Source: an optimization exercise on an open RTL-to-GDS flow (aim: small area). Production flows keep margins and buffers that such runs may drop.
Function was checked by simulation only, so behaviour that the tests miss may differ from the original.
In runs 3 to 5 the design's own scripts or RTL, not TritonCTS, make the clock network.
The clock input has no modelled driver; a real chip could not lean on it and would need a root buffer or a full tree.
No activity file was given, so power comes from the tool's default toggle rates.

`flow/config.mk`:
```
export PLATFORM = sky130hd
export DESIGN_NAME = twi_engine
export DESIGN_NICKNAME = twi_engine
export VERILOG_FILES = /design/flow/design.v
export SDC_FILE = /design/flow/constraint.sdc
export NUM_CORES = 4
export LEC_CHECK = 0
export ABC_AREA = 1
export CAP_MARGIN = 20
export CORE_MARGIN = 2
export CORE_UTILIZATION = 40
export CTS_BUF_LIST = sky130_fd_sc_hd__clkbuf_8
export PLACE_DENSITY = 0.6
export SLEW_MARGIN = 20
```
`flow/constraint.sdc`:
```
create_clock -name core_clock -period 10.0 [get_ports {clk}]
set_input_delay 2.0000 -clock core_clock [delete_from_list [all_inputs] [get_ports {clk}]]
set_output_delay 2.0000 -clock core_clock [all_outputs]
set_load 0.01 [all_outputs]
```
`flow/design.v`:
```
module twi_engine (
    input  wire       clk,
    input  wire       rst,
    input  wire       cmd_valid,
    input  wire [7:0] cmd_data,
    output wire       cmd_ready,
    output wire       rsp_valid,
    output reg  [7:0] rsp_data,
    input  wire       rsp_ready,
    output reg        scl_oe,
    output reg        sda_oe,
    input  wire       sda_i
);
    localparam [3:0] O_TWINIT   = 4'b0000;
    localparam [3:0] O_START    = 4'b0001;
    localparam [3:0] O_WRITE    = 4'b0010;
    localparam [3:0] O_READ     = 4'b0011;
    localparam [3:0] O_STOP     = 4'b0110;
    localparam [3:0] O_WRREG    = 4'b0100;
    localparam [3:0] O_RDREG    = 4'b0101;
    localparam [3:0] O_EERD     = 4'b1000;
    localparam [3:0] O_EEWR     = 4'b1001;
    localparam [3:0] O_EEGETCUR = 4'b1010;
    localparam [3:0] O_EESETCUR = 4'b1011;
    localparam [3:0] O_TOBCD    = 4'b1100;
    localparam [3:0] O_FROMBCD  = 4'b1101;
    localparam [3:0] F_END  = 4'b0000;
    localparam [3:0] F_DIV  = 4'b0001;    
    localparam [3:0] F_ELO  = 4'b0010;    
    localparam [3:0] F_EHI  = 4'b0011;    
    localparam [3:0] F_S1   = 4'b0100;    
    localparam [3:0] F_S2   = 4'b0101;    
    localparam [3:0] F_P    = 4'b0110;    
    localparam [3:0] F_WD   = 4'b1000;    
    localparam [3:0] F_RD   = 4'b1001;    
    localparam [3:0] F_W0   = 4'b1010;    
    localparam [3:0] F_WR   = 4'b1011;    
    localparam [3:0] F_SLAW = 4'b1100;    
    localparam [3:0] F_SLAR = 4'b1101;    
    localparam [2:0] C_OPC   = 3'b100;
    localparam [2:0] C_ARG   = 3'b101;
    localparam [2:0] C_ISSUE = 3'b000;
    localparam [2:0] C_WAIT  = 3'b001;
    localparam [2:0] C_RSP   = 3'b010;
    function [15:0] radd;    
        input [15:0] a;
        input [15:0] b;
        input        cin;
        integer i;
        reg c;
        begin
            c = cin;
            for (i = 0; i < 16; i = i + 1) begin
                radd[i] = a[i] ^ b[i] ^ c;
                c = (a[i] & b[i]) | (c & (a[i] ^ b[i]));
            end
        end
    endfunction
    function [15:0] rinc;    
        input [15:0] a;
        integer i;
        reg c;
        begin
            c = 1'b1;
            for (i = 0; i < 16; i = i + 1) begin
                rinc[i] = a[i] ^ c;
                c = a[i] & c;
            end
        end
    endfunction
    function rge;            
        input [15:0] a;
        input [15:0] k;
        integer i;
        reg g;
        begin
            g = 1'b1;
            for (i = 0; i < 16; i = i + 1)
                g = k[i] ? (a[i] & g) : (a[i] | g);
            rge = g;
        end
    endfunction
    reg [2:0]  cstate;
    reg [3:0]  opc;
    reg [1:0]  argi;
    reg [3:0]  fph;       
    reg        topen;
    reg        taddr;
    reg [7:0]  a1;
    reg [23:0] dq;
    reg        bbusy;     
    reg        bstop;     
    reg [4:0]  hc;        
    reg [9:0]  khz;       
    reg [12:0] acc;       
    reg [2:0]  cyc;       
    reg [1:0]  sync;
    assign cmd_ready = cstate[2];
    assign rsp_valid = cstate[1];
    wire [3:0] cmd_code = {cmd_data[5], cmd_data[4] | cmd_data[2],
                           cmd_data[1] | cmd_data[2], cmd_data[0]};
    reg [1:0] last_arg;
    always @(*) begin
        last_arg = 2'd0;
        if (opc == O_TWINIT || opc == O_RDREG)
            last_arg = 2'd1;
        if (opc == O_WRREG || opc == O_EERD || opc == O_EESETCUR)
            last_arg = 2'd2;
        if (opc == O_EEWR)
            last_arg = 2'd3;
    end
    wire f_man = (opc[3:2] == 2'b00) || (opc == O_STOP);       
    wire f_rd  = (opc == O_RDREG) || (opc == O_EERD) || (opc == O_EEGETCUR);
    wire f_two = (opc == O_EEGETCUR) || (opc == O_EESETCUR);
    wire f_td  = (opc == O_EESETCUR);
    reg [3:0] init_ph;
    always @(*) begin
        init_ph = F_S1;
        if (cmd_code == O_TWINIT)  init_ph = F_DIV;
        if (cmd_code == O_WRITE)   init_ph = F_WD;
        if (cmd_code == O_READ)    init_ph = F_RD;
        if (cmd_code == O_STOP)    init_ph = F_P;
        if (cmd_code[3:2] == 2'b11) init_ph = F_ELO;
    end
    wire       round    = ~argi[0];
    wire [1:0] argi_dec = {argi[1] ^ ~argi[0], ~argi[0]};
    wire [1:0] argi_inc = {argi[1] ^ argi[0], ~argi[0]};
    reg  [3:0] nph;
    always @(*) begin
        nph = F_END;
        if (fph == F_S1)   nph = f_man ? F_ELO : F_SLAW;
        if (fph == F_SLAW) nph = f_two ? F_W0 : F_WD;
        if (fph == F_W0)   nph = F_WR;
        if (fph == F_WR)   nph = f_td ? F_WD : (f_rd ? F_S2 : F_P);
        if (fph == F_WD)   nph = f_man ? F_ELO :
                                 (!f_two && argi_dec != 2'd1) ? F_WD :
                                 (f_rd ? F_S2 : F_P);
        if (fph == F_S2)   nph = F_SLAR;
        if (fph == F_SLAR) nph = F_RD;
        if (fph == F_RD)   nph = f_man ? F_ELO : F_P;
        if (fph == F_P)    nph = (f_two && !round) ? F_S1 :
                                 f_rd ? (f_two ? F_EHI : F_ELO) : F_END;
        if (fph == F_EHI)  nph = F_ELO;
    end
    wire mk_frame = fph[3];
    wire reading  = (fph == F_RD);
    wire mk_wd    = (fph == F_WD);
    wire mk_start = (fph == F_S1) || (fph == F_S2);
    wire mk_stop  = (fph == F_P);
    wire mk_div   = (fph == F_DIV);
    wire mk_emit  = (fph == F_ELO) || (fph == F_EHI);
    wire mk_end   = (fph == F_END);
    wire ack_out  = (opc == O_READ) & a1[0];
    wire [3:0]  bitn     = hc[4:1];
    wire [15:0] acc_sum  = radd({3'd0, acc}, {6'd0, khz}, 1'b0);
    wire        half_end = rge(acc_sum, 16'd8001);
    wire        at4      = (cyc == 3'd5);
    wire        sda_in   = sync[1];
    wire        bidle    = ~bbusy;
    wire        b_stop   = bbusy & bstop;
    wire        b_start  = bbusy & ~bstop & mk_start;
    wire        b_frame  = bbusy & ~bstop & mk_frame;
    wire        b_div    = bbusy & ~bstop & mk_div;
    wire [4:0]  hc_inc   = rinc({11'd0, hc});
    wire [2:0]  cyc_inc  = rinc({13'd0, cyc});
    reg fbit;
    always @(*) begin
        fbit = dq[23];
        if (fph == F_SLAW || fph == F_SLAR)
            fbit = (bitn[2:0] == 3'd7) ? fph[0] : a1[3'd6 - bitn[2:0]];
        if (fph == F_WR)
            fbit = (bitn[2:0] == 3'd7) & round;
        if (fph == F_W0)
            fbit = 1'b0;
    end
    wire go = (cstate == C_ISSUE) && bidle && !mk_end && !mk_emit;
    always @(posedge clk) begin
        sync <= {sync[0], sda_i};
        if (go || half_end) begin
            acc <= {3'd0, khz};
            cyc <= 3'd1;
        end else begin
            acc <= acc_sum[12:0];
            if (cyc != 3'd7) cyc <= cyc_inc;
        end
    end
    always @(posedge clk) begin
        if (go) bstop <= mk_stop;
        if (rst) begin
            bbusy  <= 1'b0;
            scl_oe <= 1'b0;
            sda_oe <= 1'b0;
        end else begin
            if (go) bbusy <= 1'b1;
            if (b_div && hc[3:0] == 4'd15)
                bbusy <= 1'b0;
            if (b_start) begin
                if (hc == 5'd0 && at4)
                    sda_oe <= 1'b0;
                if (half_end) begin
                    case (hc[1:0])
                        2'd0: scl_oe <= 1'b0;
                        2'd1: sda_oe <= 1'b1;
                        2'd2: scl_oe <= 1'b1;
                        default: bbusy <= 1'b0;
                    endcase
                end
            end
            if (b_frame) begin
                if (!hc[0] && at4) begin
                    if (bitn[3])
                        sda_oe <= reading & ack_out;
                    else
                        sda_oe <= ~reading & ~fbit;
                end
                if (half_end) begin
                    scl_oe <= hc[0];
                    if (hc[0] && bitn[3])
                        bbusy <= 1'b0;
                end
            end
            if (b_stop) begin
                if (hc == 5'd0 && at4)
                    sda_oe <= 1'b1;
                if (half_end) begin
                    case (hc[1:0])
                        2'd0: scl_oe <= 1'b0;
                        2'd1: sda_oe <= 1'b0;
                        default: bbusy <= 1'b0;
                    endcase
                end
            end
        end
    end
    always @(posedge clk) begin
        if (bidle) begin
            hc <= 5'd0;
        end else if (b_div) begin
            hc <= hc_inc;
            if (hc[3:0] == 4'd15)
                khz <= {a1[1:0], dq[23:16]};
        end else if (half_end) begin
            hc <= hc_inc;
            if (b_frame && hc[0] && (reading || mk_wd) &&
                (!bitn[3] || (mk_wd && opc == O_WRITE)))
                dq <= {dq[22:0], sda_in};
        end
        if (cstate == C_ARG && cmd_valid) begin
            if (argi == 2'd0) a1 <= cmd_data;
            if (!argi[1])     dq[23:16] <= cmd_data;
            if (argi == 2'd2) dq[15:8]  <= cmd_data;
            if (argi == 2'd3) dq[7:0]   <= cmd_data;
        end
    end
    always @(posedge clk) begin
        if (rst) begin
            cstate <= C_OPC;
            topen  <= 1'b0;
        end else begin
            case (cstate)
                C_OPC: begin
                    if (cmd_valid) begin
                        if (cmd_code == O_START || cmd_code == O_STOP)
                            cstate <= C_ISSUE;
                        else
                            cstate <= C_ARG;
                    end
                end
                C_ARG: begin
                    if (cmd_valid && argi == last_arg)
                        cstate <= C_ISSUE;
                end
                C_ISSUE: begin
                    if (mk_end)
                        cstate <= C_OPC;
                    else if (mk_emit)
                        cstate <= C_RSP;
                    else if (bidle) begin
                        if (mk_stop)
                            topen <= 1'b0;    
                        else
                            cstate <= C_WAIT;
                    end
                end
                C_WAIT: begin
                    if (bidle)
                        cstate <= C_ISSUE;
                end
                default: begin  
                    if (rsp_ready) begin
                        if (opc == O_START)
                            topen <= 1'b1;
                        cstate <= C_ISSUE;
                    end
                end
            endcase
        end
    end
    always @(posedge clk) begin
        case (cstate)
            C_OPC: begin
                opc   <= cmd_code;
                argi  <= 2'd0;
                fph   <= init_ph;
            end
            C_ARG: begin
                if (cmd_valid) argi <= argi_inc;
            end
            C_ISSUE: begin
                if (!mk_end && !mk_emit && bidle) begin
                    if (mk_stop) begin
                        fph <= nph;
                        if (f_two) argi <= argi_dec;
                    end
                end
            end
            C_WAIT: begin
                if (bidle) begin
                    if (mk_start) taddr <= 1'b1;
                    if (mk_wd && !f_two) argi <= argi_dec;
                    fph <= nph;
                end
            end
            C_RSP: begin
                if (rsp_ready) begin
                    fph <= nph;
                    if (opc == O_WRITE) taddr <= 1'b0;
                end
            end
            default: ;
        endcase
    end
    wire [6:0] v = a1[6:0];
    wire ge10 = rge({9'd0, v}, 16'd10);
    wire ge20 = rge({9'd0, v}, 16'd20);
    wire ge30 = rge({9'd0, v}, 16'd30);
    wire ge40 = rge({9'd0, v}, 16'd40);
    wire ge50 = rge({9'd0, v}, 16'd50);
    wire ge60 = rge({9'd0, v}, 16'd60);
    wire ge70 = rge({9'd0, v}, 16'd70);
    wire ge80 = rge({9'd0, v}, 16'd80);
    wire ge90 = rge({9'd0, v}, 16'd90);
    wire [3:0] tens = {ge80,
                       ge40 & ~ge80,
                       (ge20 & ~ge40) | (ge60 & ~ge80),
                       (ge10 & ~ge20) | (ge30 & ~ge40) | (ge50 & ~ge60) |
                       (ge70 & ~ge80) | ge90};
    wire [2:0] u3     = radd({13'd0, a1[3:1]},
                             radd({13'd0, tens[2:0]}, {13'd0, tens[1:0], 1'b0}, 1'b0),
                             1'b0);
    wire [7:0] to_bcd = {tens, u3, a1[0]};
    wire [7:0] f1       = radd({9'd0, a1[7:4], 3'd0}, {11'd0, a1[7:4], 1'b0}, 1'b0);
    wire [7:0] from_bcd = radd({8'd0, f1}, {12'd0, a1[3:0]}, 1'b0);
    always @(*) begin
        case (opc)
            O_START: rsp_data = topen ? 8'h10 : 8'h08;
            O_WRITE: begin
                if (taddr)
                    rsp_data = a1[0] ? (dq[0] ? 8'h48 : 8'h40)
                                     : (dq[0] ? 8'h20 : 8'h18);
                else
                    rsp_data = dq[0] ? 8'h30 : 8'h28;
            end
            O_TOBCD:   rsp_data = to_bcd;
            O_FROMBCD: rsp_data = from_bcd;
            default:   rsp_data = fph[0] ? dq[15:8] : dq[7:0];
        endcase
    end
endmodule
```
`flow/flow/run.sh`:
```
#!/bin/bash
# The standard layout with these changes to how it is made:
#  * the port buffers are the smallest buffer cell.
#  * clock tree synthesis adds no dummy loads.
set -e
here=$(pwd)
rm -rf "$here/scripts"
cp -r "$FLOW_HOME/scripts" "$here/scripts"
cp "$here/flow/abc_area.script" "$here/scripts/abc_area.script"
export SCRIPTS_DIR="$here/scripts"
export BUFFER_PORTS_ARGS="-buffer_cell sky130_fd_sc_hd__buf_1"
export CTS_ARGS="-sink_clustering_enable -repair_clock_nets -buf_list sky130_fd_sc_hd__clkbuf_8 -dont_use_dummy_load"
bash standard.sh > standard.log 2>&1
```
`flow/flow/abc_area.script`:
```
strash
balance
rewrite
refactor
balance
rewrite -z
refactor -z
rewrite -z
balance
dch -f
map -a
strash
dch -f
map -a
```
`flow/standard.sh`:
```
#!/bin/bash
# synth_recipe.tcl (not shown) runs the flow's synth.tcl, then flattens the netlist and writes it again
# the make line also repeats each setting of config.mk as NAME=value (left out here)
make -C /OpenROAD-flow-scripts/flow DESIGN_CONFIG=/design/flow/config.mk WORK_HOME=/design/flow/orfs CLKGATE_MAP_FILE= SYNTH_SCRIPT=/design/flow/synth_recipe.tcl "${@:-finish}"
```
==> results of run 1 <==
[registers in the layout (all words and copies together), names as in the netlist, 2 cells and up]
register,cells
cyc,3
argi,2
opc,4
dq,24
sync,2
cstate,3
khz,10
acc,13
a1,8
fph,4
hc,5
[per-layer routing]
layer	GRT usage [%]	wire (um)	up-vias
met5	0	0	-
met4	7.398	288	0
met3	4.676	545	19
met2	32.30	5676	119
met1	26.74	5671	2042
li1	-	-	2135
[through the flow]
step | setup WS, ns | utilization (%) | area, um^2 | hold WS (ns) | std cells
floorplan | 4.398 | - | 4823 | 0.3096 | 597
global placement | 3.846 | 42.86 | 5105 | 0.3173 | 769
detailed placement | 3.696 | 42.86 | 5105 | 0.3231 | 769
CTS | 3.671 | 43.90 | 5229 | 0.3393 | 778
global route | 3.127 | 43.90 | 5229 | 0.3410 | 778
finish | 3.642 | 43.90 | 5229 | 0.3337 | 778
[final cells by class]
class,instances,area share [%]
clock buffers,9,2.369
inverters,109,7.825
multi-input cells,404,46.52
flip-flops and latches,84,37.90
well taps,147,3.518
repair buffers,25,1.866
[worst max-delay path: cells and delay by family (launching register included)]
kind	cells	cell delay [ns]
compound gates	1	0.09
simple gates	5	1.07
flops	1	0.41
buf+inv	4	0.94
fa+ha+maj	13	3.67
[cells in the mapped netlist]
cell | count | area share (%)
sky130_fd_sc_hd__o21ai_0 | 57 | 5.9
sky130_fd_sc_hd__nand3_1 | 13 | 1.3
sky130_fd_sc_hd__a2111oi_0 | 1 | 0.18
sky130_fd_sc_hd__o211ai_1 | 3 | 0.47
sky130_fd_sc_hd__a32oi_1 | 3 | 0.54
sky130_fd_sc_hd__a31oi_1 | 5 | 0.65
sky130_fd_sc_hd__ha_1 | 24 | 6.2
sky130_fd_sc_hd__edfxtp_1 | 30 | 19
sky130_fd_sc_hd__nand3b_1 | 1 | 0.16
sky130_fd_sc_hd__nor4_1 | 5 | 0.65
sky130_fd_sc_hd__o311a_2 | 1 | 0.23
sky130_fd_sc_hd__or2_2 | 2 | 0.26
sky130_fd_sc_hd__o21a_1 | 1 | 0.16
sky130_fd_sc_hd__and3_2 | 1 | 0.16
sky130_fd_sc_hd__nand2_1 | 48 | 3.7
sky130_fd_sc_hd__dfxtp_1 | 54 | 22
sky130_fd_sc_hd__o2111ai_1 | 1 | 0.18
sky130_fd_sc_hd__nand4_1 | 5 | 0.65
sky130_fd_sc_hd__o32ai_1 | 3 | 0.54
sky130_fd_sc_hd__a22oi_1 | 3 | 0.47
sky130_fd_sc_hd__a211oi_1 | 5 | 0.78
sky130_fd_sc_hd__nor2_1 | 106 | 8.2
sky130_fd_sc_hd__xor2_1 | 5 | 0.91
sky130_fd_sc_hd__o22ai_1 | 28 | 3.6
sky130_fd_sc_hd__a41oi_1 | 1 | 0.18
sky130_fd_sc_hd__xnor2_1 | 2 | 0.36
sky130_fd_sc_hd__fa_1 | 14 | 5.8
sky130_fd_sc_hd__o221ai_1 | 3 | 0.54
sky130_fd_sc_hd__o311ai_0 | 3 | 0.54
sky130_fd_sc_hd__o2111a_1 | 1 | 0.23
sky130_fd_sc_hd__o31ai_1 | 6 | 0.93
sky130_fd_sc_hd__a21oi_1 | 36 | 3.7
sky130_fd_sc_hd__a221oi_1 | 3 | 0.54
sky130_fd_sc_hd__clkinv_1 | 109 | 8.5
sky130_fd_sc_hd__nor3_1 | 14 | 1.5
[worst paths after layout]
check	end	cells after the start
max	dq[8]	23
min reg2reg	sync[1]	0
min	sync[1]	0
max reg2reg	dq[8]	23
[power breakdown]
| part | internal (mW) | switching [mW] | total (mW) |
|---|---|---|---|
| Sequential | 0.489 | 0.101 | 0.590 |
| Combinational | 0.238 | 0.408 | 0.646 |
| Clock | 0.0804 | 0.108 | 0.188 |
| Total | 0.807 | 0.616 | 1.42 |
[logic make-up (layout without fill, tap and decap cells)]
family / after synthesis / after routing / synth area share (%)
DFF: 84 / 84 / 41.09
xor gates and xnor gates: 7 / 7 / 1.271
buffers and inverters: 109 / 143 / 8.482
AOI/OAI and AO/OA: 164 / 164 / 20.47
adders and majority gates: 38 / 38 / 12.04
and+or+nand+nor: 195 / 195 / 16.65
==> results.sh, run 1 <==
export IMPL_cp_endpoint_kind="flop"
export IMPL_holdCritStartpoint="sync[0]"
export IMPL_routed_via_density=5.546
export IMPL_grt_max_degree=26
export IMPL_finalWirelength_um=12180
export IMPL_post_synth_instance_area_mm2=0.004823
export IMPL_floorplan_die_width_um=113.8
export IMPL_vdd_drop_max_uv=123.2
export IMPL_final_setup_viol_count=0
export IMPL_hold_viol_final=0
export IMPL_finalWorstPathRequiredPeriod_ns=6.358
export IMPL_ffs_latches_synth=84
export IMPL_grt_setup_unrepaired="false"
export IMPL_top_level_ports=25
export IMPL_maxClockFrequency_mhz=157.3
export IMPL_drive_gt1_share_pct=2.219
export IMPL_leading_cell_types_in_the_layout_fill_and_taps_excluded="sky130_fd_sc_hd__clkinv_1 (109), sky130_fd_sc_hd__nor2_1 (106), sky130_fd_sc_hd__o21ai_0 (57)"
export IMPL_first_global_vias=4167
export IMPL_seq_area_frac_synth_pct=41.09
export IMPL_num_vias=4315
export IMPL_groute_usage_overall_pct=20.15
export IMPL_tightestPinTransition_ns=0.9666
export IMPL_clock_tree_buffer_depth=2
export IMPL_num_nets_final=684
export IMPL_number_of_distinct_library_cell_variants_in_the_gate_level_netlist_after_synthesis=35
export IMPL_grt_first_pass_wirelength_um=20290
export IMPL_critical_path_arrival_ns=6.59
export IMPL_hold_path_class="flop to flop"
export IMPL_reg2reg_slack_ns=3.64
export IMPL_layout_area_seq_mm2=0.001982
export IMPL_detail_route_antenna_nets=0
export IMPL_crit_slowest_cell="sky130_fd_sc_hd__clkinv_1"
export IMPL_cts_repair_timing_setup_buffer_count=0
export IMPL_num_antenna_cells=0
export IMPL_timing_rr_start="khz[0]"
export IMPL_fin_setup_tns_ns=0
export IMPL_cts_buffers=9
export IMPL_port_buffers=24
export IMPL_detail_route_first_pass_iterations=5
export IMPL_antenna_violations_before_repair=0
export IMPL_power_per_cell_area_mw_per_mm2=272.2
export IMPL_drt_drc_violations_left=0
export IMPL_syn_avg_cell_area_um2=8.079
export IMPL_critPathLaunchType="flop"
export IMPL_clock_root_buffer="sky130_fd_sc_hd__clkbuf_8"
export IMPL_ys_warnings_count=1
export IMPL_area_delta_synth_final_pct=8.405
export IMPL_layout_commonest_cell="sky130_fd_sc_hd__clkinv_1"
export IMPL_cts_num_sinks=84
export IMPL_cpMostUsedCell="sky130_fd_sc_hd__fa_1"
export IMPL_timing_critical_path_fanout_max=25
export IMPL_max_transition_margin_pct=35.32
export IMPL_route_detailed_wl_per_inst_um=15.66
export IMPL_cts_hold_fix_buffers=0
export IMPL_rows=40
export IMPL_ctsHtreeMaxLevel=3
export IMPL_core_region_area_mm2=0.01191
export IMPL_timing_startpoint_of_the_critical_path="khz[0]"
export IMPL_run_status="no timing/DRC/antenna violations"
export IMPL_static_leakage_power_nw=1.895
export IMPL_timing_final_crit_share_pct=63.58
export IMPL_tritoncts="built"
export IMPL_timing_critical_path_slowest_cell_delay_ns=0.75
export IMPL_totalPowerFinal_mw=1.423
export IMPL_gp_congestion=0.9700
export IMPL_clk_insertion_delay_late_ns=0.38
export IMPL_floorplan_die_area_mm2=0.01295
export IMPL_clkTransAtPathRegs_ns=0.09
export IMPL_post_cts_resize_count=0
export IMPL_post_synthesis_instance_total=597
export IMPL_multiInputGateArea_mm2=0.002432
export IMPL_path_class="flop to flop"
export IMPL_grt_ovfl_total=0
export IMPL_worst_ep_required_time_ns=10.23
export IMPL_max_cap_violations=0
export IMPL_detailed_place_hpwl_um=9594
export IMPL_floorplan_initialDensity_pct=40.49
export IMPL_clock_skew_ns=0.02046
export IMPL_drt_initial_drc_count=312
export IMPL_maxSlewViolCount=0
export IMPL_cp_cell_sequence="ha_1, fa_1, fa_1, fa_1, fa_1, fa_1, clkinv_1, fa_1, fa_1, fa_1, clkinv_1, fa_1, ha_1, ha_1, ha_1, clkinv_1, nor4_1, nand3_1, nand2_1, nand2_1, clkinv_1, nor2_1, o22ai_1"
export IMPL_fillers=1207
export IMPL_chipHeight_um=113.8
export IMPL_syn_num_nets=648
==> run 2, diff against run 1 <==
--- a/flow/flow/run.sh
+++ b/flow/flow/run.sh
@@ -10,4 +10,4 @@
 export SCRIPTS_DIR="$here/scripts"
 export BUFFER_PORTS_ARGS="-buffer_cell sky130_fd_sc_hd__buf_1"
 export CTS_ARGS="-sink_clustering_enable -repair_clock_nets -buf_list sky130_fd_sc_hd__clkbuf_8 -dont_use_dummy_load"
-bash standard.sh > standard.log 2>&1
+bash standard.sh ADDER_MAP_FILE= finish > standard.log 2>&1
==> run 2 against run 1 <==
Net effect:
- synthesized cell count is 11% higher
- sequential cell count stayed put
- fmax is 19% higher
- combinational power shrank 7.0%
- register-to-register slack better by 1.0 ns
- global-route usage grew 0.71 points
- via count up 6.7%
- worst setup slack improved by 1.0 ns
- first-iteration DRC count grew 38%
- synthesized area shrank 3.1%
- critical endpoint is now dq[5]
- largest cell class unchanged
- largest power group unchanged
==> results.sh, run 2 <==
export IMPL_run_status="no timing/DRC/antenna violations"
export IMPL_leading_cell_types_in_the_layout_fill_and_taps_excluded="sky130_fd_sc_hd__nor2_1 (143), sky130_fd_sc_hd__clkinv_1 (97), sky130_fd_sc_hd__nand2_1 (91)"
export IMPL_seq_area_frac_synth_pct=42.42
export IMPL_ctsHtreeMaxLevel=3
export IMPL_fillers=1222
export IMPL_timing_reg2reg_worst_path_depth=26
export IMPL_maxClockFrequency_mhz=186.7
export IMPL_post_synthesis_instance_total=661
export IMPL_grt_first_pass_wirelength_um=21020
export IMPL_reg2reg_slack_ns=4.64
export IMPL_ys_warnings_count=1
export IMPL_number_of_distinct_library_cell_variants_in_the_gate_level_netlist_after_synthesis=32
export IMPL_finalWorstPathRequiredPeriod_ns=5.355
export IMPL_timing_critical_path_fanout_max=25
export IMPL_floorplan_die_area_mm2=0.01256
export IMPL_synthDominantAreaCellType="sky130_fd_sc_hd__dfxtp_1"
export IMPL_cts_repair_timing_setup_buffer_count=0
export IMPL_register_name_with_the_most_flops="dq"
export IMPL_post_cts_resize_count=0
export IMPL_worst_ep_required_time_ns=10.21
export IMPL_cp_endpoint_kind="flop"
export IMPL_total_met3_wirelength_after_detailed_routing_um=702
export IMPL_critical_path_arrival_ns=5.57
export IMPL_grt_ovfl_total=0
export IMPL_chipHeight_um=112.1
export IMPL_largest_registers="dq x24, acc x13, khz x10"
export IMPL_floorplan_die_width_um=112.1
export IMPL_groute_usage_overall_pct=20.87
export IMPL_critPathLaunchType="flop"
export IMPL_num_vias=4603
export IMPL_tritoncts="built"
export IMPL_top_level_ports=25
export IMPL_dpl_cell_area_mm2=0.004941
export IMPL_synth_top_area_share_pct=23.14
export IMPL_finalWirelength_um=12490
export IMPL_static_leakage_power_nw=1.814
export IMPL_setup_ws_ns=4.645
export IMPL_holdCritStartpoint="sync[0]"
export IMPL_timing_startpoint_of_the_critical_path="khz[0]"
export IMPL_num_antenna_cells=0
export IMPL_clk_insertion_delay_late_ns=0.37
export IMPL_finish_instance_area_mm2=0.005067
export IMPL_count_of_flip_flops_with_a_built_in_enable_after_synthesis=30
export IMPL_final_setup_viol_count=0
export IMPL_tightestPinTransition_ns=0.8320
export IMPL_drt_initial_drc_count=431
export IMPL_first_global_vias=4204
export IMPL_layout_commonest_cell="sky130_fd_sc_hd__nor2_1"
export IMPL_crit_reg2reg_capture="dq[5]"
export IMPL_clkTransAtPathRegs_ns=0.08
export IMPL_post_synth_top_count_cell="sky130_fd_sc_hd__nor2_1"
export IMPL_met2WireLength_um=5585
export IMPL_dominantRegCellSynth="sky130_fd_sc_hd__dfxtp_1"
export IMPL_clock_root_buffer="sky130_fd_sc_hd__clkbuf_8"
export IMPL_path_class="flop to flop"
export IMPL_floorplan_initialDensity_pct=40.92
export IMPL_route_detailed_wl_per_inst_um=14.92
export IMPL_post_synth_instance_area_mm2=0.004672
export IMPL_core_region_area_mm2=0.01142
export IMPL_met1_length_um=5951
export IMPL_fin_setup_tns_ns=0
export IMPL_hold_viol_final=0
export IMPL_post_place_ws_ns=4.657
export IMPL_timing_final_crit_share_pct=53.55
export IMPL_num_nets_final=709
export IMPL_rows=39
export IMPL_cts_buffers=9
export IMPL_antenna_violations_before_repair=0
export IMPL_ffs_latches_synth=84
export IMPL_clock_tree_buffer_depth=2
export IMPL_grt_max_degree=26
export IMPL_grt_setup_unrepaired="false"
export IMPL_syn_avg_cell_area_um2=7.068
export IMPL_syn_num_nets=674
export IMPL_cts_hold_fix_buffers=0
export IMPL_routed_via_density=5.499
export IMPL_timing_rr_start="khz[0]"
export IMPL_drive_gt1_share_pct=2.305
export IMPL_detail_route_antenna_nets=0
export IMPL_power_per_cell_area_mw_per_mm2=272.8
export IMPL_max_transition_margin_pct=44.11
export IMPL_synth_commonest_cells="sky130_fd_sc_hd__nor2_1 (144), sky130_fd_sc_hd__clkinv_1 (97), sky130_fd_sc_hd__nand2_1 (91)"
export IMPL_detailed_place_hpwl_um=9756
export IMPL_netlist_top_cells_area="sky130_fd_sc_hd__dfxtp_1 (23%), sky130_fd_sc_hd__edfxtp_1 (19%), sky130_fd_sc_hd__nor2_1 (12%)"
export IMPL_place_inst=828
export IMPL_route_top_layer_used="met4"
export IMPL_clock_skew_ns=0.03199
export IMPL_area_delta_synth_final_pct=8.463
export IMPL_cts_num_sinks=84
export IMPL_max_cap_violations=0
export IMPL_gp_congestion=0.8943
export IMPL_totalPowerFinal_mw=1.382
export IMPL_crit_path_end="dq[5]"
export IMPL_vdd_drop_max_uv=152.9
export IMPL_detail_route_first_pass_iterations=5
export IMPL_largest_reg_flops=24
export IMPL_drt_drc_violations_left=0
export IMPL_instances_no_fill=837
export IMPL_hold_path_class="flop to flop"
export IMPL_port_buffers=24
export IMPL_maxSlewViolCount=0
export IMPL_synth_async_sr_flop_share_pct=0
## run 2: cell count changes in the layout (fill, tap and decap cells not counted), sizes merged, moves of 6 or more
cell,previous run,this run
clkinv,109,97
a21oi,36,45
nor2,106,144
o21ai,57,70
fa,14,0
ha,24,0
xor2,5,11
nand2,48,91
nand3,13,20
o31ai,6,0
## run 2: worst min path at each step
stage | end | depth (start not counted)
2_1_floorplan | sync[1] | 0
3_3_place_gp | sync[1] | 0
3_5_place_dp | sync[1] | 0
4_1_cts | sync[1] | 0
5_1_grt | sync[1] | 0
6_report | sync[1] | 0
## run 2: cell families (layout without fill, tap and decap cells)
group	Yosys count	in the layout	synth area share, %
simple gates	287	287	24.93
compound gates	178	178	22.04
buf+inv	97	130	7.793
flops	84	84	42.42
xor+xnor	15	15	2.812
## run 2: worst max-delay path, stage by stage, from the launching register on
cell and delay (ns):
sky130_fd_sc_hd__edfxtp_1 0.41, sky130_fd_sc_hd__nand2_1 0.09, sky130_fd_sc_hd__clkinv_1 0.10, sky130_fd_sc_hd__a21oi_1 0.20, sky130_fd_sc_hd__nand2_1 0.08, sky130_fd_sc_hd__a21oi_1 0.18
sky130_fd_sc_hd__clkinv_1 0.08, sky130_fd_sc_hd__nor2_1 0.12, sky130_fd_sc_hd__nor2_1 0.09, sky130_fd_sc_hd__o21ai_0 0.15, sky130_fd_sc_hd__nand2_1 0.13, sky130_fd_sc_hd__o21ai_0 0.16
sky130_fd_sc_hd__nand2_1 0.13, sky130_fd_sc_hd__o21ai_0 0.16, sky130_fd_sc_hd__nand2_1 0.12, sky130_fd_sc_hd__a21oi_1 0.21, sky130_fd_sc_hd__o21a_1 0.18, sky130_fd_sc_hd__clkinv_1 0.06
sky130_fd_sc_hd__a21oi_1 0.19, sky130_fd_sc_hd__xor2_1 0.21, sky130_fd_sc_hd__o21ai_0 0.10, sky130_fd_sc_hd__nand2_1 0.14, sky130_fd_sc_hd__clkinv_1 0.19, sky130_fd_sc_hd__nand2_1 0.58
sky130_fd_sc_hd__clkinv_1 0.76, sky130_fd_sc_hd__nor2_1 0.28, sky130_fd_sc_hd__o22ai_1 0.09
## run 2: through the flow
| stage | hold slack, ns | utilization [%] |
|---|---|---|
| after floorplan | 0.3096 | - |
| after global placement | 0.3133 | 43.27 |
| after detailed placement | 0.3206 | 43.27 |
| after CTS | 0.3388 | 44.36 |
| after global routing | 0.3560 | 44.38 |
| final | 0.3332 | 44.38 |
## run 2: area by class of cell
type | instances | area (um^2) | share of cell area (%)
flip-flops and latches | 84 | 1982 | 39.11
inverters | 97 | 364.1 | 7.185
well taps | 143 | 178.9 | 3.531
multi-input cells | 480 | 2328 | 45.95
repair buffers | 24 | 90.09 | 1.778
clock buffers | 9 | 123.9 | 2.444
## run 2: layer usage
layer	track usage, %	up-vias
met1	29.04	2125
met3	4.536	18
met2	32.48	122
met4	6.992	0
met5	0	-
li1	-	2338
## run 2: power breakdown
| part | leakage (nW) | switching (mW) | total (mW) | internal, mW |
|---|---|---|---|---|
| sequential | 0.730 | 0.108 | 0.591 | 0.483 |
| clock | 0.0647 | 0.109 | 0.190 | 0.0806 |
| combinational | 1.02 | 0.388 | 0.601 | 0.213 |
==> run 3, diff against run 2 <==
--- a/flow/design.v
+++ b/flow/design.v
@@ -86,7 +86,7 @@
     reg [3:0]  fph;       
     reg        topen;
     reg        taddr;
-    reg [7:0]  a1;
+    reg [6:0]  a1;        
     reg [23:0] dq;
     reg        bbusy;     
     reg        bstop;     
@@ -163,11 +163,12 @@
     wire        b_div    = bbusy & ~bstop & mk_div;
     wire [4:0]  hc_inc   = rinc({11'd0, hc});
     wire [2:0]  cyc_inc  = rinc({13'd0, cyc});
+    wire [7:0] sla = {a1, fph[0]};    
     reg fbit;
     always @(*) begin
         fbit = dq[23];
         if (fph == F_SLAW || fph == F_SLAR)
-            fbit = (bitn[2:0] == 3'd7) ? fph[0] : a1[3'd6 - bitn[2:0]];
+            fbit = sla[~bitn[2:0]];
         if (fph == F_WR)
             fbit = (bitn[2:0] == 3'd7) & round;
         if (fph == F_W0)
@@ -232,6 +233,28 @@
             end
         end
     end
+    wire [6:0] v = cmd_data[6:0];
+    wire ge10 = rge({9'd0, v}, 16'd10);
+    wire ge20 = rge({9'd0, v}, 16'd20);
+    wire ge30 = rge({9'd0, v}, 16'd30);
+    wire ge40 = rge({9'd0, v}, 16'd40);
+    wire ge50 = rge({9'd0, v}, 16'd50);
+    wire ge60 = rge({9'd0, v}, 16'd60);
+    wire ge70 = rge({9'd0, v}, 16'd70);
+    wire ge80 = rge({9'd0, v}, 16'd80);
+    wire ge90 = rge({9'd0, v}, 16'd90);
+    wire [3:0] tens = {ge80,
+                       ge40 & ~ge80,
+                       (ge20 & ~ge40) | (ge60 & ~ge80),
+                       (ge10 & ~ge20) | (ge30 & ~ge40) | (ge50 & ~ge60) |
+                       (ge70 & ~ge80) | ge90};
+    wire [2:0] u3     = radd({13'd0, cmd_data[3:1]},
+                             radd({13'd0, tens[2:0]}, {13'd0, tens[1:0], 1'b0}, 1'b0),
+                             1'b0);
+    wire [7:0] to_bcd = {tens, u3, cmd_data[0]};
+    wire [7:0] f1       = radd({9'd0, cmd_data[7:4], 3'd0}, {11'd0, cmd_data[7:4], 1'b0}, 1'b0);
+    wire [7:0] from_bcd = radd({8'd0, f1}, {12'd0, cmd_data[3:0]}, 1'b0);
+    wire [7:0] bcd_res = (opc == O_TOBCD) ? to_bcd : from_bcd;
     always @(posedge clk) begin
         if (bidle) begin
             hc <= 5'd0;
@@ -246,10 +269,11 @@
                 dq <= {dq[22:0], sda_in};
         end
         if (cstate == C_ARG && cmd_valid) begin
-            if (argi == 2'd0) a1 <= cmd_data;
+            if (argi == 2'd0) a1 <= cmd_data[6:0];
             if (!argi[1])     dq[23:16] <= cmd_data;
             if (argi == 2'd2) dq[15:8]  <= cmd_data;
             if (argi == 2'd3) dq[7:0]   <= cmd_data;
+            if (argi == 2'd0 && opc[3:2] == 2'b11) dq[7:0] <= bcd_res;
         end
     end
     always @(posedge clk) begin
@@ -330,27 +354,6 @@
             default: ;
         endcase
     end
-    wire [6:0] v = a1[6:0];
-    wire ge10 = rge({9'd0, v}, 16'd10);
-    wire ge20 = rge({9'd0, v}, 16'd20);
-    wire ge30 = rge({9'd0, v}, 16'd30);
-    wire ge40 = rge({9'd0, v}, 16'd40);
-    wire ge50 = rge({9'd0, v}, 16'd50);
-    wire ge60 = rge({9'd0, v}, 16'd60);
-    wire ge70 = rge({9'd0, v}, 16'd70);
-    wire ge80 = rge({9'd0, v}, 16'd80);
-    wire ge90 = rge({9'd0, v}, 16'd90);
-    wire [3:0] tens = {ge80,
-                       ge40 & ~ge80,
-                       (ge20 & ~ge40) | (ge60 & ~ge80),
-                       (ge10 & ~ge20) | (ge30 & ~ge40) | (ge50 & ~ge60) |
-                       (ge70 & ~ge80) | ge90};
-    wire [2:0] u3     = radd({13'd0, a1[3:1]},
-                             radd({13'd0, tens[2:0]}, {13'd0, tens[1:0], 1'b0}, 1'b0),
-                             1'b0);
-    wire [7:0] to_bcd = {tens, u3, a1[0]};
-    wire [7:0] f1       = radd({9'd0, a1[7:4], 3'd0}, {11'd0, a1[7:4], 1'b0}, 1'b0);
-    wire [7:0] from_bcd = radd({8'd0, f1}, {12'd0, a1[3:0]}, 1'b0);
     always @(*) begin
         case (opc)
             O_START: rsp_data = topen ? 8'h10 : 8'h08;
@@ -361,8 +364,6 @@
                 else
                     rsp_data = dq[0] ? 8'h30 : 8'h28;
             end
-            O_TOBCD:   rsp_data = to_bcd;
-            O_FROMBCD: rsp_data = from_bcd;
             default:   rsp_data = fph[0] ? dq[15:8] : dq[7:0];
         endcase
     end
==> flow/flow/run.sh (replaced) <==
#!/bin/bash
# The standard layout with these changes to how it is made:
#  * the port buffers are the smallest buffer cell.
#  * the clock tree is one level of four buffers (flow/cts_tree.tcl).
set -e
here=$(pwd)
rm -rf "$here/scripts"
cp -r "$FLOW_HOME/scripts" "$here/scripts"
cp "$here/flow/abc_area.script" "$here/scripts/abc_area.script"
export SCRIPTS_DIR="$here/scripts"
export BUFFER_PORTS_ARGS="-buffer_cell sky130_fd_sc_hd__buf_1"
export PRE_CTS_TCL="$here/flow/cts_tree.tcl"
bash standard.sh ADDER_MAP_FILE= finish > standard.log 2>&1
==> flow/flow/cts_tree.tcl (new file) <==
proc clock_tree_synthesis { args } {
  set master_name sky130_fd_sc_hd__buf_12
  set nx 3
  set ny 1
  set db [ord::get_db]
  set block [ord::get_db_block]
  set clknet [$block findNet clk]
  set master [$db findMaster $master_name]
  set sinks {}
  foreach iterm [$clknet getITerms] {
    set bb [[$iterm getInst] getBBox]
    set x [expr {([$bb xMin] + [$bb xMax]) / 2}]
    set y [expr {([$bb yMin] + [$bb yMax]) / 2}]
    lappend sinks [list $iterm $x $y]
  }
  set sorted [lsort -integer -index 1 $sinks]
  set n [llength $sorted]
  set groups {}
  for {set i 0} {$i < $nx} {incr i} {
    set col [lrange $sorted [expr {$i * $n / $nx}] [expr {($i + 1) * $n / $nx - 1}]]
    set col [lsort -integer -index 2 $col]
    set m [llength $col]
    for {set j 0} {$j < $ny} {incr j} {
      lappend groups [lrange $col [expr {$j * $m / $ny}] [expr {($j + 1) * $m / $ny - 1}]]
    }
  }
  set k 0
  foreach g $groups {
    set inst [odb::dbInst_create $block $master clkbuf_leaf_$k]
    set net [odb::dbNet_create $block clknet_leaf_$k]
    $net setSigType CLOCK
    set sx 0
    set sy 0
    foreach s $g {
      set it [lindex $s 0]
      $it disconnect
      $it connect $net
      set sx [expr {$sx + [lindex $s 1]}]
      set sy [expr {$sy + [lindex $s 2]}]
    }
    [$inst findITerm A] connect $clknet
    [$inst findITerm X] connect $net
    $inst setLocation [expr {$sx / [llength $g]}] [expr {$sy / [llength $g]}]
    $inst setPlacementStatus PLACED
    puts "clock buffer $k ($master_name): [llength $g] registers"
    incr k
  }
  $clknet setSigType CLOCK
  set_propagated_clock [all_clocks]
}
==> run 3 against run 2 <==
Net effect:
- register-to-register slack worse by 0.59 ns
- fmax is 9.9% lower
- worst hold slack better by 0.020 ns
- clock power is 29% lower
- final cell count is 0.48% lower
- sequential share of layout area is 0.26 points lower
- worst setup slack worse by 0.59 ns
- via count is 2.0% lower
- die area is 0.13% lower
- largest cell class unchanged
==> results.sh, run 3 <==
export IMPL_num_antenna_cells=0
export IMPL_detailed_place_hpwl_um=9296
export IMPL_drive_gt1_share_pct=1.449
export IMPL_chipHeight_um=112
export IMPL_post_place_ws_ns=4.097
export IMPL_floorplan_initialDensity_pct=40.86
export IMPL_clock_skew_ns=0.01665
export IMPL_register_name_with_the_most_flops="dq"
export IMPL_timing_reg2reg_worst_path_depth=26
export IMPL_clk_insertion_delay_late_ns=0.15
export IMPL_port_buffers=24
export IMPL_post_synthesis_instance_total=660
export IMPL_leading_cell_types_in_the_layout_fill_and_taps_excluded="sky130_fd_sc_hd__nor2_1 (136), sky130_fd_sc_hd__clkinv_1 (98), sky130_fd_sc_hd__nand2_1 (80)"
export IMPL_maxClockFrequency_mhz=168.3
export IMPL_path_buf_inv=5
export IMPL_global_route_peak_usage_layer="met2"
export IMPL_cts_hold_fix_buffers=0
export IMPL_reg2reg_slack_ns=4.06
export IMPL_max_cap_violations=0
export IMPL_critical_path_arrival_ns=5.98
export IMPL_num_vias=4512
export IMPL_run_status="no timing/DRC/antenna violations"
export IMPL_antenna_violations_before_repair=0
export IMPL_drt_initial_drc_count=286
export IMPL_core_region_area_mm2=0.01142
export IMPL_number_of_distinct_library_cell_variants_in_the_gate_level_netlist_after_synthesis=30
export IMPL_synth_commonest_cells="sky130_fd_sc_hd__nor2_1 (136), sky130_fd_sc_hd__clkinv_1 (98), sky130_fd_sc_hd__nand2_1 (80)"
export IMPL_groute_usage_overall_pct=18.16
export IMPL_num_nets_final=705
export IMPL_cp_endpoint_kind="flop"
export IMPL_post_synth_instance_area_mm2=0.004666
export IMPL_hold_path_class="flop to flop"
export IMPL_first_global_vias=4148
export IMPL_cpMostUsedCell="sky130_fd_sc_hd__nand2_1"
export IMPL_timing_critical_path_slowest_cell_delay_ns=0.77
export IMPL_critPathLaunchType="flop"
export IMPL_setup_ws_ns=4.059
export IMPL_grt_first_pass_wirelength_um=19330
export IMPL_drt_drc_violations_left=0
export IMPL_ys_warnings_count=1
export IMPL_power_per_cell_area_mw_per_mm2=263.0
export IMPL_wp_depth=26
export IMPL_grt_max_degree=29
export IMPL_ffs_latches_synth=83
export IMPL_netlist_top_cells_area="sky130_fd_sc_hd__dfxtp_1 (23%), sky130_fd_sc_hd__edfxtp_1 (19%), sky130_fd_sc_hd__nor2_1 (11%)"
export IMPL_globalRouteMet2Util_pct=32.32
export IMPL_use_met3_pct=1.034
export IMPL_totalPowerFinal_mw=1.321
export IMPL_clkTransAtPathRegs_ns=0.12
export IMPL_syn_num_nets=673
export IMPL_synth_async_sr_flop_share_pct=0
export IMPL_dominantRegCellSynth="sky130_fd_sc_hd__dfxtp_1"
export IMPL_area_delta_synth_final_pct=7.670
export IMPL_worst_ep_required_time_ns=10.04
export IMPL_detail_route_antenna_nets=0
export IMPL_globalRouteMet1Util_pct=24.57
export IMPL_detail_route_first_pass_iterations=5
export IMPL_final_setup_viol_count=0
export IMPL_largest_reg_flops=24
export IMPL_floorplan_die_area_mm2=0.01254
export IMPL_seq_area_frac_synth_pct=41.83
export IMPL_finalHoldWorstSlack_ns=0.3527
export IMPL_finalWirelength_um=11870
export IMPL_fin_setup_tns_ns=0
export IMPL_synth_top_area_share_pct=23.17
export IMPL_critPathTopFamily="compound AO/OA/AOI/OAI gates"
export IMPL_grt_setup_unrepaired="false"
export IMPL_hold_viol_final=0
export IMPL_tightestPinTransition_ns=0.8722
export IMPL_rows=39
export IMPL_maxSlewViolCount=0
export IMPL_timing_final_crit_share_pct=59.41
export IMPL_layout_commonest_cell="sky130_fd_sc_hd__nor2_1"
export IMPL_floorplan_die_width_um=112
export IMPL_finalWorstPathRequiredPeriod_ns=5.941
export IMPL_routed_via_density=5.417
export IMPL_top_level_ports=25
export IMPL_syn_avg_cell_area_um2=7.069
export IMPL_max_transition_margin_pct=40.35
export IMPL_post_synth_top_count_cell="sky130_fd_sc_hd__nor2_1"
export IMPL_hold_depth=0
export IMPL_crit_slowest_cell="sky130_fd_sc_hd__clkinv_1"
export IMPL_cts_repair_timing_setup_buffer_count=0
export IMPL_largest_registers="dq x24, acc x13, khz x10"
export IMPL_vdd_drop_max_uv=128.1
export IMPL_static_leakage_power_nw=1.724
export IMPL_route_detailed_wl_per_inst_um=14.25
export IMPL_gp_congestion=0.9917
export IMPL_synthDominantAreaCellType="sky130_fd_sc_hd__dfxtp_1"
export IMPL_grt_ovfl_total=0
export IMPL_count_of_flip_flops_with_a_built_in_enable_after_synthesis=29
export IMPL_timing_critical_path_fanout_max=26
export IMPL_post_cts_resize_count=0
export IMPL_path_class="flop to flop"
-- run 3: cell type report --
| class | instances | area [um^2] |
|---|---|---|
| tap | 143 | 178.9 |
| timing repair buffer | 27 | 112.6 |
| fill | 1214 | 6395 |
| buffer | 3 | 60.06 |
| sequential | 83 | 1952 |
| inverter | 98 | 367.9 |
| multi-input combinational | 479 | 2352 |
-- run 3: metrics by stage --
step           instance area [um^2]  cells  util [%]
3_3_place_gp                   4956    829     43.40
6_report                       5024    833     44.00
4_1_cts                        5024    833     44.00
3_5_place_dp                   4964    830     43.47
2_1_floorplan                  4666    660         -
5_1_grt                        5024    833     44.00
-- run 3: cell families after synthesis --
kind of cell    Yosys count  share of synthesized area (%)
buf+inv                  98                          7.884
flops                    83                          41.83
xor+xnor                 11                          2.065
fa+ha+maj                 4                         0.8582
compound gates          199                          24.48
simple gates            265                          22.87
-- run 3: routing by layer --
layer  share of wire, %  vias up  wire length (um)
li1                   -     2337                 -
met1                 46     2043              5411
met2                 49      111              5758
met3                3.5       21               414
met4                2.4        0               286
met5                  0        -                 0
-- run 3: worst paths after layout --
check | from | end
worst max register to register | khz[0] | dq[9]
worst min register to register | sync[0] | sync[1]
worst min-delay path | sync[0] | sync[1]
worst max-delay path | khz[0] | dq[9]
-- run 3: where the power goes --
group	leakage, nW	switching (mW)	internal, mW
logic	0.974	0.388	0.215
clock network	0.0282	0.0854	0.0490
registers	0.722	0.101	0.482
==> run 4, diff against run 3 <==
--- a/flow/flow/cts_tree.tcl
+++ b/flow/flow/cts_tree.tcl
@@ -1,7 +1,7 @@
 proc clock_tree_synthesis { args } {
   set master_name sky130_fd_sc_hd__buf_12
-  set nx 3
-  set ny 1
+  set nx 2
+  set ny 2
   set db [ord::get_db]
   set block [ord::get_db_block]
   set clknet [$block findNet clk]
==> run 4 against run 3 <==
Net effect:
- still clean on timing, DRC and antenna
- via count rose by 0.20%
- worst setup slack got worse by 0.015 ns
- sequential power barely moved
- largest cell class unchanged
- largest power group unchanged
==> results.sh, run 4 <==
export IMPL_ffs_latches_synth=83
export IMPL_timing_final_crit_share_pct=59.55
export IMPL_vdd_drop_max_uv=105.2
export IMPL_max_transition_margin_pct=41.85
export IMPL_synthDominantAreaCellType="sky130_fd_sc_hd__dfxtp_1"
export IMPL_grt_first_pass_wirelength_um=19330
export IMPL_first_global_vias=4152
export IMPL_largest_reg_flops=24
export IMPL_finish_instance_area_mm2=0.005044
export IMPL_finalWorstPathRequiredPeriod_ns=5.955
export IMPL_routed_via_density=5.421
export IMPL_post_synth_top_count_cell="sky130_fd_sc_hd__nor2_1"
export IMPL_port_buffers=24
export IMPL_grt_max_degree=27
export IMPL_reg2reg_slack_ns=4.04
export IMPL_final_util_pct=44.17
export IMPL_grt_ovfl_total=0
export IMPL_timing_startpoint_of_the_critical_path="khz[0]"
export IMPL_post_synth_instance_area_mm2=0.004666
export IMPL_synth_async_sr_flop_share_pct=0
export IMPL_timing_critical_path_fanout_max=26
export IMPL_drive_gt1_share_pct=1.592
export IMPL_cts_hold_fix_buffers=0
export IMPL_drt_initial_drc_count=250
export IMPL_layout_commonest_cell="sky130_fd_sc_hd__nor2_1"
export IMPL_worst_ep_required_time_ns=10.01
export IMPL_num_antenna_cells=0
export IMPL_number_of_distinct_library_cell_variants_in_the_gate_level_netlist_after_synthesis=30
export IMPL_maxSlewViolCount=0
export IMPL_tightestPinTransition_ns=0.8502
export IMPL_cp_endpoint_kind="flop"
export IMPL_chipHeight_um=112
export IMPL_clkTransAtPathRegs_ns=0.09
export IMPL_area_delta_synth_final_pct=8.099
export IMPL_gp_congestion=0.9917
export IMPL_hold_viol_final=0
export IMPL_detail_route_first_pass_iterations=5
export IMPL_post_cts_resize_count=0
export IMPL_hold_path_class="flop to flop"
export IMPL_detail_route_antenna_nets=0
export IMPL_detailed_place_hpwl_um=9296
export IMPL_floorplan_die_width_um=112
export IMPL_path_class="flop to flop"
export IMPL_critPathLaunchType="flop"
export IMPL_crit_path_end="dq[9]"
export IMPL_antenna_violations_before_repair=0
export IMPL_floorplan_die_area_mm2=0.01254
export IMPL_totalPowerFinal_mw=1.335
export IMPL_power_per_cell_area_mw_per_mm2=264.7
export IMPL_grt_setup_unrepaired="false"
export IMPL_finalHoldWorstSlack_ns=0.3436
export IMPL_ys_warnings_count=1
export IMPL_clock_skew_ns=0.007906
export IMPL_finalWirelength_um=11880
export IMPL_route_detailed_wl_per_inst_um=14.24
export IMPL_groute_usage_overall_pct=18.17
export IMPL_top_level_ports=25
export IMPL_floorplan_initialDensity_pct=40.86
export IMPL_seq_area_frac_synth_pct=41.83
export IMPL_fillers=1217
export IMPL_cts_repair_timing_setup_buffer_count=0
export IMPL_largest_registers="dq x24, acc x13, khz x10"
export IMPL_maxClockFrequency_mhz=167.9
export IMPL_critical_path_arrival_ns=5.96
export IMPL_final_setup_viol_count=0
export IMPL_num_nets_final=706
export IMPL_rows=39
export IMPL_synth_commonest_cells="sky130_fd_sc_hd__nor2_1 (136), sky130_fd_sc_hd__clkinv_1 (98), sky130_fd_sc_hd__nand2_1 (80)"
export IMPL_count_of_flip_flops_with_a_built_in_enable_after_synthesis=29
export IMPL_dominantRegCellSynth="sky130_fd_sc_hd__dfxtp_1"
export IMPL_num_vias=4521
export IMPL_dpl_cell_area_mm2=0.004964
export IMPL_leading_cell_types_in_the_layout_fill_and_taps_excluded="sky130_fd_sc_hd__nor2_1 (136), sky130_fd_sc_hd__clkinv_1 (98), sky130_fd_sc_hd__nand2_1 (80)"
export IMPL_syn_avg_cell_area_um2=7.069
export IMPL_register_name_with_the_most_flops="dq"
export IMPL_timing_rr_start="khz[0]"
export IMPL_crit_reg2reg_capture="dq[9]"
export IMPL_post_synthesis_instance_total=660
export IMPL_timing_reg2reg_worst_path_depth=26
export IMPL_clk_insertion_delay_late_ns=0.13
export IMPL_run_status="no timing/DRC/antenna violations"
export IMPL_synth_top_area_share_pct=23.17
export IMPL_syn_num_nets=673
export IMPL_drt_drc_violations_left=0
export IMPL_core_region_area_mm2=0.01142
export IMPL_static_leakage_power_nw=1.733
export IMPL_netlist_top_cells_area="sky130_fd_sc_hd__dfxtp_1 (23%), sky130_fd_sc_hd__edfxtp_1 (19%), sky130_fd_sc_hd__nor2_1 (11%)"
export IMPL_max_cap_violations=0
export IMPL_fin_setup_tns_ns=0
-- run 4: per-stage QoR --
stage | setup slack [ns] | cells
floorplan | 5.068 | 660
finish | 4.045 | 834
global placement | 4.343 | 829
detailed placement | 4.097 | 830
CTS | 4.063 | 834
global route | 3.381 | 834
-- run 4: power breakdown --
part,switching [mW],internal [mW],leakage (nW),total [mW]
clock,0.0845,0.0650,0.0376,0.150
sequential,0.100,0.483,0.722,0.583
combinational,0.387,0.215,0.974,0.602
-- run 4: layer usage --
metal | up-vias | part of all wire (%) | GRT usage [%]
li1 | 2333 | - | -
met1 | 2056 | 46 | 24.79
met2 | 114 | 48 | 32.00
met3 | 18 | 3.7 | 1.252
met4 | 0 | 2.2 | 3.659
met5 | - | 0 | 0
-- run 4: worst min path at each step --
stage / slack, ns / start / depth (start not counted) / to
floorplan: 0.31 / sync[0] / 0 / sync[1]
global placement: 0.33 / sync[0] / 0 / sync[1]
detailed placement: 0.33 / sync[0] / 0 / sync[1]
CTS: 0.35 / sync[0] / 0 / sync[1]
global route: 0.36 / sync[0] / 0 / sync[1]
finish: 0.34 / sync[0] / 0 / sync[1]
-- run 4: worst max-delay path, cell delays in order, from the launching register on --
cell and delay (ns):
sky130_fd_sc_hd__edfxtp_1 0.41, sky130_fd_sc_hd__nand2_1 0.09, sky130_fd_sc_hd__clkinv_1 0.10, sky130_fd_sc_hd__a21oi_1 0.21, sky130_fd_sc_hd__nand2_1 0.09, sky130_fd_sc_hd__a21oi_1 0.19
sky130_fd_sc_hd__clkinv_1 0.09, sky130_fd_sc_hd__nor2_1 0.13, sky130_fd_sc_hd__nor2_1 0.09, sky130_fd_sc_hd__maj3_1 0.38, sky130_fd_sc_hd__maj3_1 0.40, sky130_fd_sc_hd__maj3_1 0.41
sky130_fd_sc_hd__nand2_1 0.10, sky130_fd_sc_hd__nand2_1 0.05, sky130_fd_sc_hd__o21a_1 0.12, sky130_fd_sc_hd__clkinv_1 0.06, sky130_fd_sc_hd__nor2_1 0.04, sky130_fd_sc_hd__o21ai_0 0.24
sky130_fd_sc_hd__o21ai_0 0.17, sky130_fd_sc_hd__a21oi_1 0.20, sky130_fd_sc_hd__nor2_1 0.07, sky130_fd_sc_hd__nand2_1 0.17, sky130_fd_sc_hd__clkinv_1 0.17, sky130_fd_sc_hd__nand2_1 0.62
sky130_fd_sc_hd__clkinv_1 0.78, sky130_fd_sc_hd__o21ai_0 0.38, sky130_fd_sc_hd__o22ai_1 0.10
-- run 4: layout make-up --
class	count	area, um^2	share of cell area [%]
flip-flops and latches	83	1952	38.70
multi-input cells	479	2352	46.64
repair buffers	27	112.6	2.233
inverters	98	367.9	7.293
plain buffers	4	80.08	1.588
well taps	143	178.9	3.548
-- run 4: cells by family after synthesis --
| logic type | synth area share [%] |
|---|---|
| DFF | 41.83 |
| and+or+nand+nor | 22.87 |
| adders and majority gates | 0.8582 |
| xor gates and xnor gates | 2.065 |
| buffers and inverters | 7.884 |
| AOI/OAI and AO/OA | 24.48 |
==> run 5, diff against run 4 <==
--- a/flow/config.mk
+++ b/flow/config.mk
@@ -6,9 +6,8 @@
 export NUM_CORES = 4
 export LEC_CHECK = 0
 export ABC_AREA = 1
-export CAP_MARGIN = 20
+export CAP_MARGIN = 0
 export CORE_MARGIN = 2
 export CORE_UTILIZATION = 40
-export CTS_BUF_LIST = sky130_fd_sc_hd__clkbuf_8
 export PLACE_DENSITY = 0.6
-export SLEW_MARGIN = 20
+export SLEW_MARGIN = 0
==> run 5 against run 4 <==
Net effect:
- routed wire length grew 0.80%
- sequential cell count is the same
- core utilization shrank 0.066 points
- sequential share of layout area grew 0.058 points
- critical path depth is the same
- final cell count shrank 0.12%
- clock skew is essentially flat
- register-to-register slack is essentially flat
- sequential power is essentially flat
- die area is the same
- critical path type unchanged
- critical endpoint unchanged
- largest cell class unchanged
==> results.sh, run 5 <==
export IMPL_tightestPinTransition_ns=1.103
export IMPL_post_cts_resize_count=0
export IMPL_layout_commonest_cell="sky130_fd_sc_hd__nor2_1"
export IMPL_met1_length_um=5608
export IMPL_reg2reg_slack_ns=4.05
export IMPL_synth_commonest_cells="sky130_fd_sc_hd__nor2_1 (136), sky130_fd_sc_hd__clkinv_1 (98), sky130_fd_sc_hd__nand2_1 (80)"
export IMPL_clock_power_share_pct=11.4
export IMPL_drt_drc_violations_left=0
export IMPL_post_synthesis_instance_total=660
export IMPL_timing_reg2reg_worst_path_depth=26
export IMPL_count_of_flip_flops_with_a_built_in_enable_after_synthesis=29
export IMPL_timing_hold_worst_endpoint="sync[1]"
export IMPL_post_place_ws_ns=4.117
export IMPL_holdCritStartpoint="sync[0]"
export IMPL_num_antenna_cells=0
export IMPL_detail_route_antenna_nets=0
export IMPL_ffs_latches_synth=83
export IMPL_path_class="flop to flop"
export IMPL_detailed_place_hpwl_um=9340
export IMPL_floorplan_initialDensity_pct=40.86
export IMPL_cp_endpoint_kind="flop"
export IMPL_switching_share_pct=43.11
export IMPL_gp_congestion=0.9917
export IMPL_multiInputGateArea_mm2=0.002352
export IMPL_total_met3_wirelength_after_detailed_routing_um=442
export IMPL_post_synth_instance_area_mm2=0.004666
export IMPL_routed_via_density=5.441
export IMPL_setup_ws_ns=4.049
export IMPL_hold_viol_final=0
export IMPL_layout_area_seq_mm2=0.001952
export IMPL_route_detailed_wl_per_inst_um=14.37
export IMPL_timing_startpoint_of_the_critical_path="khz[0]"
export IMPL_num_nets_final=705
export IMPL_hold_depth=0
export IMPL_met2WireLength_um=5661
export IMPL_grt_first_pass_wirelength_um=19710
export IMPL_clk_insertion_delay_late_ns=0.13
export IMPL_worst_ep_required_time_ns=10.02
export IMPL_critical_path_arrival_ns=5.97
export IMPL_critPathLaunchType="flop"
export IMPL_power_net_switching_mw=0.5784
export IMPL_synth_async_sr_flop_share_pct=0
export IMPL_fin_setup_tns_ns=0
export IMPL_largest_registers="dq x24, acc x13, khz x10"
export IMPL_ys_warnings_count=1
export IMPL_dominantRegCellSynth="sky130_fd_sc_hd__dfxtp_1"
export IMPL_cts_hold_fix_buffers=0
export IMPL_grt_setup_unrepaired="false"
export IMPL_antenna_violations_before_repair=0
export IMPL_synth_top_area_share_pct=23.17
export IMPL_timing_critical_path_fanout_max=26
export IMPL_power_per_cell_area_mw_per_mm2=266.4
export IMPL_synthDominantAreaCellType="sky130_fd_sc_hd__dfxtp_1"
export IMPL_hold_path_class="flop to flop"
export IMPL_crit_reg2reg_capture="dq[9]"
export IMPL_floorplan_die_area_mm2=0.01254
export IMPL_largest_reg_flops=24
export IMPL_finalWirelength_um=11970
export IMPL_floorplan_die_width_um=112
export IMPL_detail_route_first_pass_iterations=5
export IMPL_grt_ovfl_total=0
export IMPL_drt_initial_drc_count=291
export IMPL_post_synth_top_count_cell="sky130_fd_sc_hd__nor2_1"
export IMPL_cts_repair_timing_setup_buffer_count=0
export IMPL_clkTransAtPathRegs_ns=0.09
export IMPL_num_vias=4532
export IMPL_syn_avg_cell_area_um2=7.069
export IMPL_max_transition_margin_pct=25.85
export IMPL_rows=39
export IMPL_internal_power_mw=0.7633
export IMPL_timing_final_crit_share_pct=59.51
export IMPL_final_util_pct=44.10
export IMPL_run_status="no timing/DRC/antenna violations"
export IMPL_fillers=1239
export IMPL_netlist_top_cells_area="sky130_fd_sc_hd__dfxtp_1 (23%), sky130_fd_sc_hd__edfxtp_1 (19%), sky130_fd_sc_hd__nor2_1 (11%)"
export IMPL_static_leakage_power_nw=1.728
export IMPL_vdd_drop_max_uv=105.6
export IMPL_finalWorstPathRequiredPeriod_ns=5.951
export IMPL_drive_gt1_share_pct=1.449
export IMPL_area_delta_synth_final_pct=7.938
export IMPL_seq_area_frac_synth_pct=41.83
export IMPL_leading_cell_types_in_the_layout_fill_and_taps_excluded="sky130_fd_sc_hd__nor2_1 (136), sky130_fd_sc_hd__clkinv_1 (98), sky130_fd_sc_hd__nand2_1 (80)"
export IMPL_grt_max_degree=27
export IMPL_maxSlewViolCount=0
export IMPL_first_global_vias=4191
export IMPL_chipHeight_um=112
export IMPL_port_buffers=24
export IMPL_maxClockFrequency_mhz=168.1
export IMPL_clock_skew_ns=0.007734
export IMPL_core_region_area_mm2=0.01142
export IMPL_finalHoldWorstSlack_ns=0.3426
export IMPL_max_cap_violations=0
export IMPL_final_setup_viol_count=0
export IMPL_register_name_with_the_most_flops="dq"
export IMPL_groute_usage_overall_pct=18.57
export IMPL_timing_rr_start="khz[0]"
export IMPL_logic_pwr_share_pct=45.1
export IMPL_syn_num_nets=673
export IMPL_route_top_layer_used="met4"
export IMPL_seqPwrFrac_pct=43.5
export IMPL_top_level_ports=25
export IMPL_number_of_distinct_library_cell_variants_in_the_gate_level_netlist_after_synthesis=30
==> run 5: changes by cell type in the layout (fill, tap and decap cells not counted) <==
cell                    before  now
sky130_fd_sc_hd__buf_4       3    2
==> run 5: cells by family after synthesis <==
family | count (synthesis) | share of synthesized area, %
AOI/OAI and AO/OA | 199 | 24.48
xor gates and xnor gates | 11 | 2.065
adders and majority gates | 4 | 0.8582
buffers and inverters | 98 | 7.884
DFF | 83 | 41.83
and+or+nand+nor | 265 | 22.87
==> run 5: power by group through the flow <==
stage / clock network (mW) / logic, mW / registers, mW
finish: 0.153 / 0.605 / 0.584
global route: 0.167 / 0.690 / 0.599
CTS: 0.155 / 0.602 / 0.582
detailed placement: 0 / 0.601 / 0.588
global placement: 0 / 0.588 / 0.588
floorplan: 0 / 0.460 / 0.560
==> run 5: layout make-up <==
class	count	share of cell area, %
Inverter	98	7.304
Timing Repair Buffer	26	2.087
Multi-Input combinational cell	479	46.71
Tap cell	143	3.553
Sequential cell	83	38.76
Buffer	4	1.590
==> run 5: routing by layer <==
layer,vias to the layer above,global-route usage [%]
li1,2332,-
met1,2092,25.02
met2,91,32.61
met3,17,1.633
met5,-,0
met4,0,4.146
==> run 5: worst max path at each step <==
stage | endpoint | slack (ns)
2_1_floorplan | dq[9] | 5.07
3_3_place_gp | dq[9] | 4.34
3_5_place_dp | dq[9] | 4.12
4_1_cts | dq[9] | 4.10
5_1_grt | dq[9] | 3.34
6_report | dq[9] | 4.05
==> run 5: metrics by stage <==
step | std cells | total power [mW] | instance area [um^2]
after floorplan | 660 | 1.020 | 4666
after global routing | 833 | 1.456 | 5036
after detailed placement | 829 | 1.189 | 4956
after global placement | 829 | 1.177 | 4956
final | 833 | 1.342 | 5036
after CTS | 833 | 1.340 | 5036
==> run 5: worst max-delay path: stages (launching register included) <==
cell	delay, ns
sky130_fd_sc_hd__edfxtp_1	0.41
sky130_fd_sc_hd__nand2_1	0.09
sky130_fd_sc_hd__clkinv_1	0.10
sky130_fd_sc_hd__a21oi_1	0.22
sky130_fd_sc_hd__nand2_1	0.10
sky130_fd_sc_hd__a21oi_1	0.18
sky130_fd_sc_hd__clkinv_1	0.08
sky130_fd_sc_hd__nor2_1	0.13
sky130_fd_sc_hd__nor2_1	0.09
sky130_fd_sc_hd__maj3_1	0.38
sky130_fd_sc_hd__maj3_1	0.40
sky130_fd_sc_hd__maj3_1	0.40
sky130_fd_sc_hd__nand2_1	0.10
sky130_fd_sc_hd__nand2_1	0.05
sky130_fd_sc_hd__o21a_1	0.12
sky130_fd_sc_hd__clkinv_1	0.06
sky130_fd_sc_hd__nor2_1	0.04
sky130_fd_sc_hd__o21ai_0	0.25
sky130_fd_sc_hd__o21ai_0	0.17
sky130_fd_sc_hd__nand3_1	0.14
sky130_fd_sc_hd__o21ai_0	0.10
sky130_fd_sc_hd__nand2_1	0.17
sky130_fd_sc_hd__clkinv_1	0.17
sky130_fd_sc_hd__nand2_1	0.62
sky130_fd_sc_hd__clkinv_1	0.78
sky130_fd_sc_hd__o21ai_0	0.37
sky130_fd_sc_hd__o22ai_1	0.10

afterwards: timing with drivers on the ports:
No port has a modelled driver above. Below, the same layouts with a new extraction and two added sets of constraints. Step 1 sets driving cells, clkbuf_16 on the clock port and buf_2 on the other inputs (assumed; they add their load-dependent delay and slew). Step 2 adds t to the input delays and takes it off the output delays; t is the mean of the earliest and latest rising clock arrival at the registers after step 1. Input paths then give back, and output paths get back, about the clock's delay inside the block. a / b / c = no drivers / after step 1 / after step 2; a / b = the first two.
run	t (ns)	setup WS [ns]	clock arrival spread, ns	worst register clock-pin slew, ns	worst slew at a driven data input, ns
run 1	0.398	3.642 / 3.642 / 3.642	0.020 / 0.021	0.09 / 0.09	0.03
run 2	0.393	4.645 / 4.645 / 4.645	0.033 / 0.032	0.09 / 0.09	0.03
run 3	0.209	4.059 / 4.059 / 4.059	0.017 / 0.017	0.12 / 0.12	0.03
run 4	0.212	4.045 / 4.045 / 4.045	0.008 / 0.008	0.09 / 0.09	0.03
run 5	0.215	4.049 / 4.049 / 4.049	0.008 / 0.008	0.09 / 0.09	0.03
After both steps every run listed still meets setup and hold.
